Source: an optimization exercise on an open RTL-to-GDS flow (aim: a short achievable clock period and few clock cycles). Production flows keep margins and buffers that such runs may drop.
Function was checked by simulation only, so behaviour that the tests miss may differ from the original.
No activity file was given, so power comes from the tool's default toggle rates.

===== run.sh =====
#!/bin/bash
# synth_recipe.tcl (not shown) runs the flow's synth.tcl, then flattens the netlist and writes it again
# the make line also repeats each setting of config.mk as NAME=value (left out here)
make -C /OpenROAD-flow-scripts/flow DESIGN_CONFIG=/design/flow/config.mk WORK_HOME=/design/flow/orfs CLKGATE_MAP_FILE= SYNTH_SCRIPT=/design/flow/synth_recipe.tcl finish

===== config.mk =====
export PLATFORM = sky130hd
export DESIGN_NAME = yarisc_core
export DESIGN_NICKNAME = yarisc_core
export VERILOG_FILES = /design/flow/design.v
export SDC_FILE = /design/flow/constraint.sdc
export NUM_CORES = 4
export LEC_CHECK = 0
export CAP_MARGIN = 20
export CORE_MARGIN = 2
export CORE_UTILIZATION = 40
export PLACE_DENSITY = 0.6
export SLEW_MARGIN = 20

===== constraint.sdc =====
create_clock -name core_clock -period 8.0 [get_ports {clk}]
set_input_delay 1.6000 -clock core_clock [delete_from_list [all_inputs] [get_ports {clk}]]
set_output_delay 1.6000 -clock core_clock [all_outputs]
set_load 0.01 [all_outputs]

===== design.v =====
module yarisc_core (
    input  wire        clk,
    input  wire        rst,           
    output wire        mem_req,
    output wire        mem_we,
    output wire [15:0] mem_addr,
    output wire [15:0] mem_wdata,
    input  wire        mem_ready,
    input  wire [15:0] mem_rdata,     
    output wire        halted,
    output wire        panicked,
    output wire [1:0]  panic_code,    
    input  wire [3:0]  dbg_sel,
    output wire [15:0] dbg_data
);
    localparam [1:0] PH_EMPTY = 2'd0, PH_DEC = 2'd1, PH_DATA = 2'd2, PH_STOP = 2'd3;
    localparam [5:0] OP_MOV = 6'h01, OP_LDR = 6'h02, OP_STR = 6'h04,
                     OP_ADD = 6'h10, OP_ADC = 6'h11, OP_JMP = 6'h2A,
                     OP_JCC = 6'h2C, OP_NOP = 6'h3E, OP_HLT = 6'h3F;
    localparam [1:0] P_INVALID = 2'd1, P_MEMACCESS = 2'd2, P_NONZERO = 2'd3;
    reg [1:0]  ph;
    reg [15:0] regs [0:6];            
    reg [15:0] ip;                    
    reg        flag_c, flag_z;
    reg [15:0] ir;                    
    reg [15:0] imm;                   
    reg        immv;                  
    reg [15:0] pb;                    
    reg        pbv;
    reg [15:0] fa;                    
    reg        mwe;
    reg [15:0] wd;
    reg        halt_r, panic_r;
    reg [1:0]  pcode;
    function [15:0] rd_reg(input [2:0] idx);
        rd_reg = (idx == 3'd7) ? ip : regs[idx];
    endfunction
    wire [5:0] op    = ir[5:0];
    wire       sel   = ir[15];
    wire       loc   = ir[14];
    wire       as_b  = ir[13];
    wire [2:0] f_op0 = ir[8:6];
    wire [2:0] f_op1 = ir[11:9];
    wire [2:0] f_op2 = ir[14:12];
    wire [15:0] simm = {{12{ir[12]}}, ir[12:9]};
    wire is_mov = (op == OP_MOV);
    wire is_ldr = (op == OP_LDR);
    wire is_str = (op == OP_STR);
    wire is_add = (op == OP_ADD);
    wire is_adc = (op == OP_ADC);
    wire is_jmp = (op == OP_JMP);
    wire is_jcc = (op == OP_JCC);
    wire is_nop = (op == OP_NOP);
    wire is_hlt = (op == OP_HLT);
    wire two_op   = is_mov | is_ldr | is_str;
    wire three_op = is_add | is_adc;
    wire legal    = two_op | three_op | is_jmp | is_jcc | is_nop | is_hlt;
    wire two_word = ((two_op | three_op) & sel & loc) | ((is_jmp | is_jcc) & sel);
    reg [15:0] mbz;
    always @(*) begin
        mbz = 16'h0000;
        if (two_op) begin
            if (!sel)      mbz = 16'h7000;
            else if (!loc) mbz = 16'h2000;
            else           mbz = 16'h3E00;
        end else if (three_op) begin
            if (sel && loc) mbz = 16'h1000;
        end else if (is_jmp) begin
            if (sel) mbz = 16'h7FC0;
        end else if (is_jcc) begin
            mbz = sel ? 16'h3F00 : 16'h0100;
        end else if (is_nop || is_hlt) begin
            mbz = 16'hFFC0;
        end
    end
    wire bad_bits = |(ir & mbz);
    reg [15:0] opb, opc;
    always @(*) begin
        opb = 16'h0000;
        opc = 16'h0000;
        if (two_op) begin
            if (!sel)      opb = rd_reg(f_op1);
            else           opb = simm;
        end else begin
            if (!sel) begin
                opb = rd_reg(f_op1);
                opc = rd_reg(f_op2);
            end else if (!loc) begin
                if (!as_b) begin opb = simm;           opc = rd_reg(f_op0); end
                else       begin opb = rd_reg(f_op0);  opc = simm;          end
            end else begin
                if (!as_b) begin opb = imm;            opc = rd_reg(f_op1); end
                else       begin opb = rd_reg(f_op1);  opc = imm;           end
            end
        end
    end
    wire [16:0] sum = {1'b0, opb} + {1'b0, opc} + {16'h0000, is_adc & flag_c};
    wire [15:0] jmp_target  = {{6{ir[14]}}, ir[14:6], 1'b0};
    wire [15:0] jcc_target  = {{10{ir[13]}}, ir[13:9], 1'b0};
    wire [2:0]  jcc_m       = {1'b0, flag_z, flag_c} & ir[8:6];
    wire        jcc_taken   = ir[14] ? (jcc_m == 3'b000) : (jcc_m != 3'b000);
    wire [15:0] fa2 = fa + 16'd2;
    wire [15:0] ip2 = ip + 16'd2;
    wire [15:0] st_val = rd_reg(f_op0);
    wire [15:0] st_val_l = (f_op0 == 3'd7) ? fa2 : regs[f_op0];
    wire        wr_alu   = is_mov | three_op;
    wire [15:0] alu_res  = is_mov ? opb : sum[15:0];
    wire        e_jump   = (wr_alu & (f_op0 == 3'd7)) | is_jmp | (is_jcc & jcc_taken);
    wire [15:0] e_target = wr_alu ? alu_res : is_jmp ? jmp_target : jcc_target;
    assign mem_req    = ~(halt_r | panic_r);
    assign mem_we     = mwe;
    assign mem_addr   = fa;
    assign mem_wdata  = wd;
    assign halted     = halt_r;
    assign panicked   = panic_r;
    assign panic_code = pcode;
    assign dbg_data   = dbg_sel[3] ? {14'h0000, flag_z, flag_c} : rd_reg(dbg_sel[2:0]);
    task automatic wr_reg(input [2:0] idx, input [15:0] val);
        if (idx == 3'd7) ip <= val;
        else             regs[idx] <= val;
    endtask
    task automatic do_panic(input [1:0] code);
        begin
            pcode   <= code;
            panic_r <= 1'b1;
            ph      <= PH_STOP;
            mwe     <= 1'b0;
        end
    endtask
    integer i;
    always @(posedge clk) begin
        if (rst) begin
            ph      <= PH_EMPTY;
            ip      <= 16'h0000;
            flag_c  <= 1'b0;
            flag_z  <= 1'b0;
            pcode   <= 2'd0;
            ir      <= 16'h0000;
            imm     <= 16'h0000;
            immv    <= 1'b0;
            pb      <= 16'h0000;
            pbv     <= 1'b0;
            fa      <= 16'h0000;
            mwe     <= 1'b0;
            wd      <= 16'h0000;
            halt_r  <= 1'b0;
            panic_r <= 1'b0;
            for (i = 0; i < 7; i = i + 1)
                regs[i] <= 16'h0000;
        end else begin
            case (ph)
                PH_EMPTY: begin
                    if (fa[0]) begin
                        do_panic(P_MEMACCESS);
                    end else if (mem_ready) begin
                        ir   <= mem_rdata;
                        immv <= 1'b0;
                        ip   <= fa2;
                        fa   <= fa2;
                        ph   <= PH_DEC;
                    end
                end
                PH_DEC: begin
                    if (!legal) begin
                        do_panic(P_INVALID);
                    end else if (two_word && !immv) begin
                        if (mem_ready) begin
                            imm  <= mem_rdata;
                            immv <= 1'b1;
                            ip   <= fa2;
                            fa   <= fa2;
                            if (is_jmp) begin
                                ip <= mem_rdata;
                                fa <= mem_rdata;
                                ph <= PH_EMPTY;
                            end else if (is_jcc) begin
                                if (jcc_taken) begin
                                    ip <= mem_rdata;
                                    fa <= mem_rdata;
                                end
                                ph <= PH_EMPTY;
                            end else if (is_mov) begin
                                if (f_op0 == 3'd7) fa <= mem_rdata;
                                wr_reg(f_op0, mem_rdata);
                                flag_z <= (mem_rdata == 16'h0000);
                                ph <= PH_EMPTY;
                            end else if (is_ldr || is_str) begin
                                if (mem_rdata[0]) begin
                                    do_panic(P_MEMACCESS);
                                end else begin
                                    fa  <= mem_rdata;
                                    mwe <= is_str;
                                    wd  <= st_val_l;
                                    pbv <= 1'b0;
                                    ph  <= PH_DATA;
                                end
                            end
                            if (bad_bits && (is_jmp || is_jcc || is_mov)) do_panic(P_NONZERO);
                        end
                    end else if (is_ldr || is_str) begin
                        if (opb[0]) begin
                            do_panic(P_MEMACCESS);
                        end else begin
                            fa  <= opb;
                            mwe <= is_str;
                            wd  <= st_val;
                            pb  <= mem_rdata;
                            pbv <= mem_ready;
                            ph  <= PH_DATA;
                        end
                    end else begin
                        if (wr_alu) wr_reg(f_op0, alu_res);
                        if (wr_alu) flag_z <= (alu_res == 16'h0000);
                        if (three_op) flag_c <= sum[16];
                        if (bad_bits) begin
                            if (e_jump) ip <= e_target;
                            do_panic(P_NONZERO);
                        end else if (is_hlt) begin
                            halt_r <= 1'b1;
                            ph     <= PH_STOP;
                        end else if (e_jump) begin
                            ip <= e_target;
                            fa <= e_target;
                            ph <= PH_EMPTY;
                        end else if (mem_ready) begin
                            ir   <= mem_rdata;
                            immv <= 1'b0;
                            ip   <= fa2;
                            fa   <= fa2;
                        end else begin
                            ph <= PH_EMPTY;
                        end
                    end
                end
                PH_DATA: begin
                    if (mem_ready) begin
                        mwe <= 1'b0;
                        if (is_ldr) wr_reg(f_op0, mem_rdata);
                        if (bad_bits) begin
                            do_panic(P_NONZERO);
                        end else if (is_ldr && f_op0 == 3'd7) begin
                            fa <= mem_rdata;
                            ph <= PH_EMPTY;
                        end else if (pbv) begin
                            ir   <= (is_str && fa == ip) ? wd : pb;
                            immv <= 1'b0;
                            ip   <= ip2;
                            fa   <= ip2;
                            ph   <= PH_DEC;
                        end else begin
                            fa <= ip;
                            ph <= PH_EMPTY;
                        end
                        pbv <= 1'b0;
                    end
                end
                default: ;   
            endcase
        end
    end
endmodule

==> metrics.yaml, run 1 <==
cts:
  max-clock-path-buffers: 3
  htree_num_levels: 1
  clock_sink_count: 244
  post_cts_resize_count: 0
  path_clk_slew_ns: 0.06
  root_cell_of_the_clock_tree: "clkbuf_16"
  cts_hold_buffers: 0
  number_of_buffers_added_by_the_clock_tree_synthesis_step: 29
  postCtsSetupBuffers: 0
  tritoncts: "done"
  clk_latency_ns: 0.64
floorplanning:
  rows: 84
  die_y_um: 233
  initial_utilization_pct: 40.2
  die_w_um: 233
  die_area_um2: 54500
  pin_count: 77
  core_region_area_um2: 52300
critical_path:
  path_delay_family: "simple AND/OR/NAND/NOR gates"
  cp_num_buf_inv: 4
  worst_setup_path_end_kind: "flip-flop"
  crit_path_start: "ir[7]"
  path_max_fanout: 16
  required_ns: 8.32
  r2r-start: "ir[7]"
  cp_cell_sequence: "and3_1 -> buf_4 -> nor2_1 -> o2bb2ai_1 -> a211oi_1 -> inv_1 -> fa_1 -> inv_1 -> fa_1 -> nand2b_1 -> a21oi_1 -> o311ai_0 -> nor4b_1 -> or3_1 -> nor2_1 -> a21oi_1 -> inv_1"
  timing.critical_path.mode_cell: "inv_1"
  critical-path-slowest-cell: "dfxtp_1"
  path_class: "reg -> reg"
  worst-endpoint-arrival_ns: 6.82
  critical_path.max_stage_delay_ns: 0.91
  cp-start-kind: "flip-flop"
finish:
  syn_to_final_growth_pct: 11.6
  post_route_cells_drive_above_1_share_pct: 13.6
  antenna_cells: 0
  final_nets: 2460
  fillers: 5123
pwr:
  max-vdd-ir-drop_v: 0.000238
  power.density_nw_per_um2: 414
  leakage_nw: 8.45
global_routing:
  grt-ovfl-total: 0
  grt_pass1_vias: 20500
  antenna_found_initial: 4
  global_route_wire_length_before_repair_um: 150000
  largest_net_degree_at_the_start_of_global_routing: 50
  track_usage_pct: 38.1
logic_synthesis:
  netlist_instances: 2446
  synthFlopType: "dfxtp_1"
  syn_avg_cell_area_um2: 8.61
  synth_async_sr_flop_share_pct: 0
  netlist_area_um2: 21100
  yosysWarnings: 1
  ys_seq_area_share_pct: 28.5
  total_of_flip_flops_plus_latches_after_synthesis: 244
  yosys.cell_types.count: 95
  synth-edff-count: 112
placed_design:
  place.gp.congestion: 1.05
  detailed_place_hpwl_um: 74000
  quantity_of_i_o_buffers_inserted_on_ports: 76
detailed_routing:
  initial_drt_pass_iterations: 8
  detail_route.drc_violations: 0
  dr.first_iter.drc_count: 3998
  routed_wire_length_per_instance_um: 33.9
  via_per_inst: 7.17
  antenna_violating_nets_post_route: 0
  routed-via-count: 22400
  detail_route.wirelength_um: 106000
sta:
  period_needed_ns: 6.51
  final-hold-violation-count: 0
  relSlewSlack_pct: 10.1
  fmax_mhz: 154
  final_max_slew_viol_count: 0
  totalNegativeSetupSlack_ns: 0
  layout_worst_path_cycle_share_pct: 81.3
  unrepaired_setup_endpoints_after_global_routing: "false"
  report.final.setup_viol: 0
  worst_slew_pin_slew_ns: 1.33
  hold_slack_ns: 0.489
  skew_ns: 0.0564
status:
  run_status: "timing/DRC/antenna clean"
min_path:
  min_from: "mwe"
  hold_class: "reg -> reg"
run:
  max_cap_violations: 0
[worst paths after layout]
path	end	slack (ns)	depth (start not counted)
max	regs[7][10]	1.49	17
min	mwe	0.49	2
max reg2reg	regs[7][10]	1.49	17
min reg2reg	mwe	0.49	2
[layer usage]
metal | track usage, % | up-vias | routed length, µm
met5 | 0 | - | 34
met4 | 22.3 | 6 | 7850
met3 | 11.9 | 421 | 15600
met2 | 53.9 | 1988 | 42600
met1 | 51.0 | 10800 | 39700
li1 | - | 9209 | -
[final cells by class]
class	count	area (µm²)	area share (%)
Clock buffer	34	754	3.21
Timing Repair Buffer	170	1450	6.19
Clock inverter	20	244	1.04
Inverter	50	188	0.799
Multi-Input combinational cell	1919	14000	59.5
Tap cell	688	861	3.67
Sequential cell	244	6010	25.6
[logic make-up after synthesis]
kind of cell	share of synthesized area, %
simple gates	17.6
mux	21.0
fa+ha+maj	1.44
buf+inv	5.68
compound gates	23.1
other cells	0.0178
xor+xnor	2.70
flops	28.5
[worst register-to-register path: cells and delay by family, from the launching register on]
| kind | cells | cell delay, ns |
|---|---|---|
| adder cells (fa/ha/maj) | 2 | 0.62 |
| buffers and inverters | 4 | 0.70 |
| AND/OR/NAND/NOR | 6 | 2.13 |
| AO/OA/AOI/OAI | 5 | 1.87 |
| flip-flops | 1 | 0.91 |
[synthesized netlist by cell type (8+ instances only)]
| cell | n | area share, % |
|---|---|---|
| nor2_1 | 354 | 6.3 |
| nand2_1 | 199 | 3.5 |
| clkbuf_1 | 190 | 3.4 |
| a21oi_1 | 161 | 3.8 |
| mux2i_1 | 136 | 6.5 |
| dfxtp_1 | 132 | 13 |
| o21ai_0 | 128 | 3.0 |
| mux4_2 | 123 | 13 |
| edfxtp_1 | 112 | 16 |
| a211oi_1 | 76 | 2.7 |
| nand3_1 | 54 | 1.3 |
| inv_1 | 47 | 0.84 |
| nor3_1 | 45 | 1.1 |
| o211ai_1 | 45 | 1.6 |
| xnor2_1 | 35 | 1.5 |
| buf_2 | 32 | 0.76 |
| a31oi_1 | 30 | 0.89 |
| nand2b_1 | 28 | 0.83 |
| xor2_1 | 28 | 1.2 |
| mux2_2 | 25 | 1.3 |
| nand4_1 | 25 | 0.74 |
| nor2b_1 | 24 | 0.71 |
| a311oi_1 | 22 | 0.92 |
| o22ai_1 | 22 | 0.65 |
| ha_1 | 21 | 1.2 |
| a211o_1 | 20 | 0.83 |
| buf_1 | 20 | 0.36 |
| a21o_1 | 19 | 0.68 |
| o31ai_1 | 19 | 0.68 |
| nor4_1 | 18 | 0.53 |
| o221ai_1 | 14 | 0.58 |
| a221oi_1 | 13 | 0.54 |
| and3_1 | 13 | 0.39 |
| o311ai_0 | 13 | 0.54 |
| a22oi_1 | 12 | 0.43 |
| or3_1 | 12 | 0.36 |
| o21a_1 | 10 | 0.36 |
| o2111ai_1 | 9 | 0.37 |
| o211a_1 | 9 | 0.43 |
| and2_1 | 8 | 0.24 |
[layout by cell type, fill, tap and decap left out, types with 74 or more instances in the layout]
master,n
nand2_1,198
edfxtp_1,112
a211oi_1,74
o21ai_0,128
mux4_2,123
nor2_1,354
buf_4,95
a21oi_1,161
dfxtp_1,126
mux2i_1,136
[report_power, final]
part / switching [mW] / internal (mW) / leakage, nW
sequential: 0.378 / 1.47 / 2.23
clock: 0.599 / 0.837 / 0.498
combinational: 4.33 / 2.11 / 5.72
total: 5.30 / 4.42 / 8.45
[state kept, by name (all words and copies together), names as in the netlist, named ones only]
name	flops
pcode	2
fa	15
mwe	1
ir	16
regs	128
pbv	1
ph	2
wd	16
pb	16
immv	1
imm	16
flag_c	1
panic_r	1
flag_z	1
ip	16
halt_r	1
[stage by stage]
step / setup slack [ns] / instance area, µm² / total power, mW / std cells / util [%]
4_1_cts: 1.53 / 23500 / 9.32 / 3125 / 44.9
6_report: 1.49 / 23500 / 9.72 / 3125 / 44.9
5_1_grt: 1.33 / 23500 / 9.93 / 3125 / 44.9
3_3_place_gp: 1.86 / 22500 / 7.88 / 3071 / 43.0
3_5_place_dp: 1.62 / 22500 / 7.87 / 3071 / 43.0
2_1_floorplan: 3.23 / 21100 / 5.51 / 2461 / -
Testbench counts, summed over its fixed seeds: cycles 70,465.
==> run 2, diff against run 1 <==
--- a/config.mk
+++ b/config.mk
@@ -11,2 +11,3 @@
 export PLACE_DENSITY = 0.6
+export SETUP_SLACK_MARGIN = 4
 export SLEW_MARGIN = 20
==> metrics.yaml, run 2 <==
status:
  run_status: "timing/DRC/antenna clean"
sta:
  worst_slew_pin_slew_ns: 1.18
  totalNegativeSetupSlack_ns: 0
  period_needed_ns: 4.67
  relSlewSlack_pct: 20.7
  layout_worst_path_cycle_share_pct: 58.4
  unrepaired_setup_endpoints_after_global_routing: "true"
  report.final.setup_viol: 0
  fmax_mhz: 214
  final_max_slew_viol_count: 0
  final-hold-violation-count: 0
  skew_ns: 0.0202
min_path:
  hold-path-cell-count: 2
  min_from: "mwe"
  hold_class: "reg -> reg"
  whs_endpoint: "mwe"
critical_path:
  required_ns: 8.50
  critical-path-slowest-cell: "dfxtp_2"
  cp_cell_sequence: "o21a_1 -> a211oi_2 -> buf_6 -> nor3_4 -> buf_4 -> nand2_1 -> o221ai_2 -> ha_4 -> and3_2 -> a41o_1 -> a211oi_2 -> a211oi_4 -> buf_6 -> a211o_1 -> or4_4 -> o31ai_2"
  worst_setup_path_end_kind: "flip-flop"
  r2r-start: "ir[1]"
  r2r_setup_slack_ns: 3.33
  path_class: "reg -> reg"
  regToRegEndpoint: "flag_z"
  path_max_fanout: 23
  worst_r2r_path_depth: 16
  cp-start-kind: "flip-flop"
  worst-endpoint-arrival_ns: 5.18
  critical_path.max_stage_delay_ns: 0.53
placed_design:
  quantity_of_i_o_buffers_inserted_on_ports: 76
  place.gp.congestion: 1.03
  dp.cells: 3072
  detailed_place_hpwl_um: 75600
logic_synthesis:
  netlist_instances: 2446
  yosysWarnings: 1
  synth.area.top_cells: "edfxtp_1, mux4_2, dfxtp_1"
  syn_avg_cell_area_um2: 8.61
  synth.top_cells.by_count: "nor2_1, nand2_1, clkbuf_1"
  netlist_area_um2: 21100
  synth_async_sr_flop_share_pct: 0
  synthFlopType: "dfxtp_1"
  synth-edff-count: 112
  yosys.cell_types.count: 95
  total_of_flip_flops_plus_latches_after_synthesis: 244
  synth_top_area_share_pct: 16.0
  synthMostInstantiatedCell: "nor2_1"
  yosys.area.top_type: "edfxtp_1"
  ys_seq_area_share_pct: 28.5
floorplanning:
  die_y_um: 233
  initial_utilization_pct: 40.2
  pin_count: 77
  rows: 84
  die_w_um: 233
  die_area_um2: 54500
  core_region_area_um2: 52300
finish:
  post_route_cells_drive_above_1_share_pct: 29.0
  post-route-util_pct: 51.4
  most_common_cell_after_layout_fill_and_taps_aside: "nor2_1"
  largest_reg_flops: 128
  final_nets: 2597
  final_cells: 3264
  syn_to_final_growth_pct: 27.8
  mostFrequentLayoutCells: "nor2_1, nand2_1, buf_4"
  register_containing_the_most_flip_flops_in_the_final_layout: "regs"
pwr:
  finalPower_mw: 12.2
  max-vdd-ir-drop_v: 0.000324
  power.density_nw_per_um2: 455
  leakage_nw: 9.66
detailed_routing:
  routed_wire_length_per_instance_um: 34.5
  via_per_inst: 7.21
  detail_route.wirelength_um: 113000
  initial_drt_pass_iterations: 8
  detail_route.drc_violations: 0
  routed-via-count: 23500
  antenna_violating_nets_post_route: 0
  dr.first_iter.drc_count: 3487
global_routing:
  track_usage_pct: 40.5
  grt-ovfl-total: 0
  global_route_wire_length_before_repair_um: 159000
  grt_pass1_vias: 21600
  antenna_found_initial: 3
  largest_net_degree_at_the_start_of_global_routing: 61
cts:
  tritoncts: "done"
  path_clk_slew_ns: 0.06
  htree_num_levels: 2
  root_cell_of_the_clock_tree: "clkbuf_16"
  clock_sink_count: 244
  clk_latency_ns: 0.58
  max-clock-path-buffers: 3
  cts_hold_buffers: 0
  number_of_buffers_added_by_the_clock_tree_synthesis_step: 34
run:
  max_cap_violations: 0
## run 2: cell count changes in the layout (fill, tap and decap cells not counted), sizes merged
cell / previous run / this run
bufinv: 5 / 1
dlygate4sd2: 0 / 1
inv: 49 / 48
clkinvlp: 0 / 1
bufbuf: 0 / 1
clkdlybuf4s50: 73 / 54
clkdlybuf4s15: 0 / 1
dlymetal6s2s: 0 / 1
buf: 97 / 242
clkbuf: 34 / 46
diode: 0 / 1
## run 2: how the worst max path moves through the flow
stage	start	to	slack, ns
2_1_floorplan	dbg_sel[0]	dbg_data[0]	3.79
3_3_place_gp	mem_ready	regs[4][6]	2.05
5_1_grt	flip-flop	flag_z	3.22
4_1_cts	flip-flop	flag_z	3.38
3_5_place_dp	dbg_sel[1]	dbg_data[8]	2.05
6_report	ir[1]	flag_z	3.33
## run 2: area by class of cell
type,count,area (µm²)
repair buffers,302,3000
flip-flops and latches,244,6040
inverters,50,191
fillers,4792,25400
well taps,688,861
diodes,1,2.50
clock inverters,16,149
clock buffers,44,918
multi-input cells,1919,15700
## run 2: cell families (layout without fill, tap and decap cells)
| kind of cell | after synthesis | in the layout | share of synthesized area (%) |
|---|---|---|---|
| fa+ha+maj | 23 | 23 | 1.44 |
| mux | 284 | 284 | 21.0 |
| flops | 244 | 244 | 28.5 |
| other cells | 1 | 17 | 0.0178 |
| compound gates | 714 | 714 | 23.1 |
| xor+xnor | 64 | 64 | 2.70 |
| simple gates | 818 | 818 | 17.6 |
| buf+inv | 298 | 412 | 5.68 |
## run 2: worst max-delay path: cells and delay by family, from the launching register on
kind                       cells  cell delay (ns)
buffers and inverters          3             0.58
DFF                            1             0.53
and+or+nand+nor                4             1.19
AOI/OAI and AO/OA              8             1.93
adders and majority gates      1             0.32
## run 2: timing repair
| action | CTS | global route |
|---|---|---|
| setup endpoints to repair | 296 | 235 |
| buffers inserted | 93 | 33 |
| pin swaps | 83 | 90 |
| resized for setup | 379 | 152 |
| cloned | 3 | 1 |
## run 2: per-layer routing
| layer | wire (µm) | GRT usage [%] | vias to the layer above |
|---|---|---|---|
| met3 | 16400 | 13.9 | 469 |
| li1 | - | - | 9502 |
| met2 | 45800 | 56.8 | 2036 |
| met4 | 9440 | 27.7 | 2 |
| met1 | 41000 | 52.2 | 11500 |
| met5 | 10 | 0 | - |
## run 2: through the flow
step / worst slack, ns / hold slack (ns) / instance area, µm²
2_1_floorplan: 3.79 / 0.454 / 21400
3_3_place_gp: 2.05 / 0.468 / 22700
3_5_place_dp: 2.05 / 0.481 / 22700
4_1_cts: 3.38 / 0.487 / 25900
5_1_grt: 3.22 / 0.525 / 26900
6_report: 3.33 / 0.485 / 26900
## run 2: power by group
part	internal, mW	leakage, nW	switching, mW
sequential	1.48	2.24	0.323
clock	0.853	0.529	0.667
combinational	3.64	6.89	5.27
total	5.98	9.66	6.26

==> static timing again, ports no longer ideal <==
How much do the figures lean on ideal ports? The routed layouts below were timed once more, with nothing changed but the port constraints. Step 1: set_driving_cell puts a clkbuf_16 on clk and a buf_2 on each other input, an assumption about the parent block. Step 2 moves the port delays by t, midway between the first and last clock arrival at a register: inputs arrive t later, outputs are due t later. That takes back most of the time a late clock gives input paths. a / b / c = ideal ports / drivers / drivers and shift; a / b = the first two.
run | t (ns) | slack for setup (ns) | hold slack, ns | clock arrival spread, ns
run 1 | 0.674 | 1.493 / 1.493 / 1.493 | 0.489 / 0.489 / 0.489 | 0.057 / 0.057
run 2 | 0.637 | 3.326 / 3.326 / 3.147 | 0.485 / 0.485 / 0.485 | 0.021 / 0.020
After both steps every run listed still meets setup and hold. For run 2, which loses most, drivers alone change the setup slack by 0.000 ns; drivers and shift together by -0.179 ns.
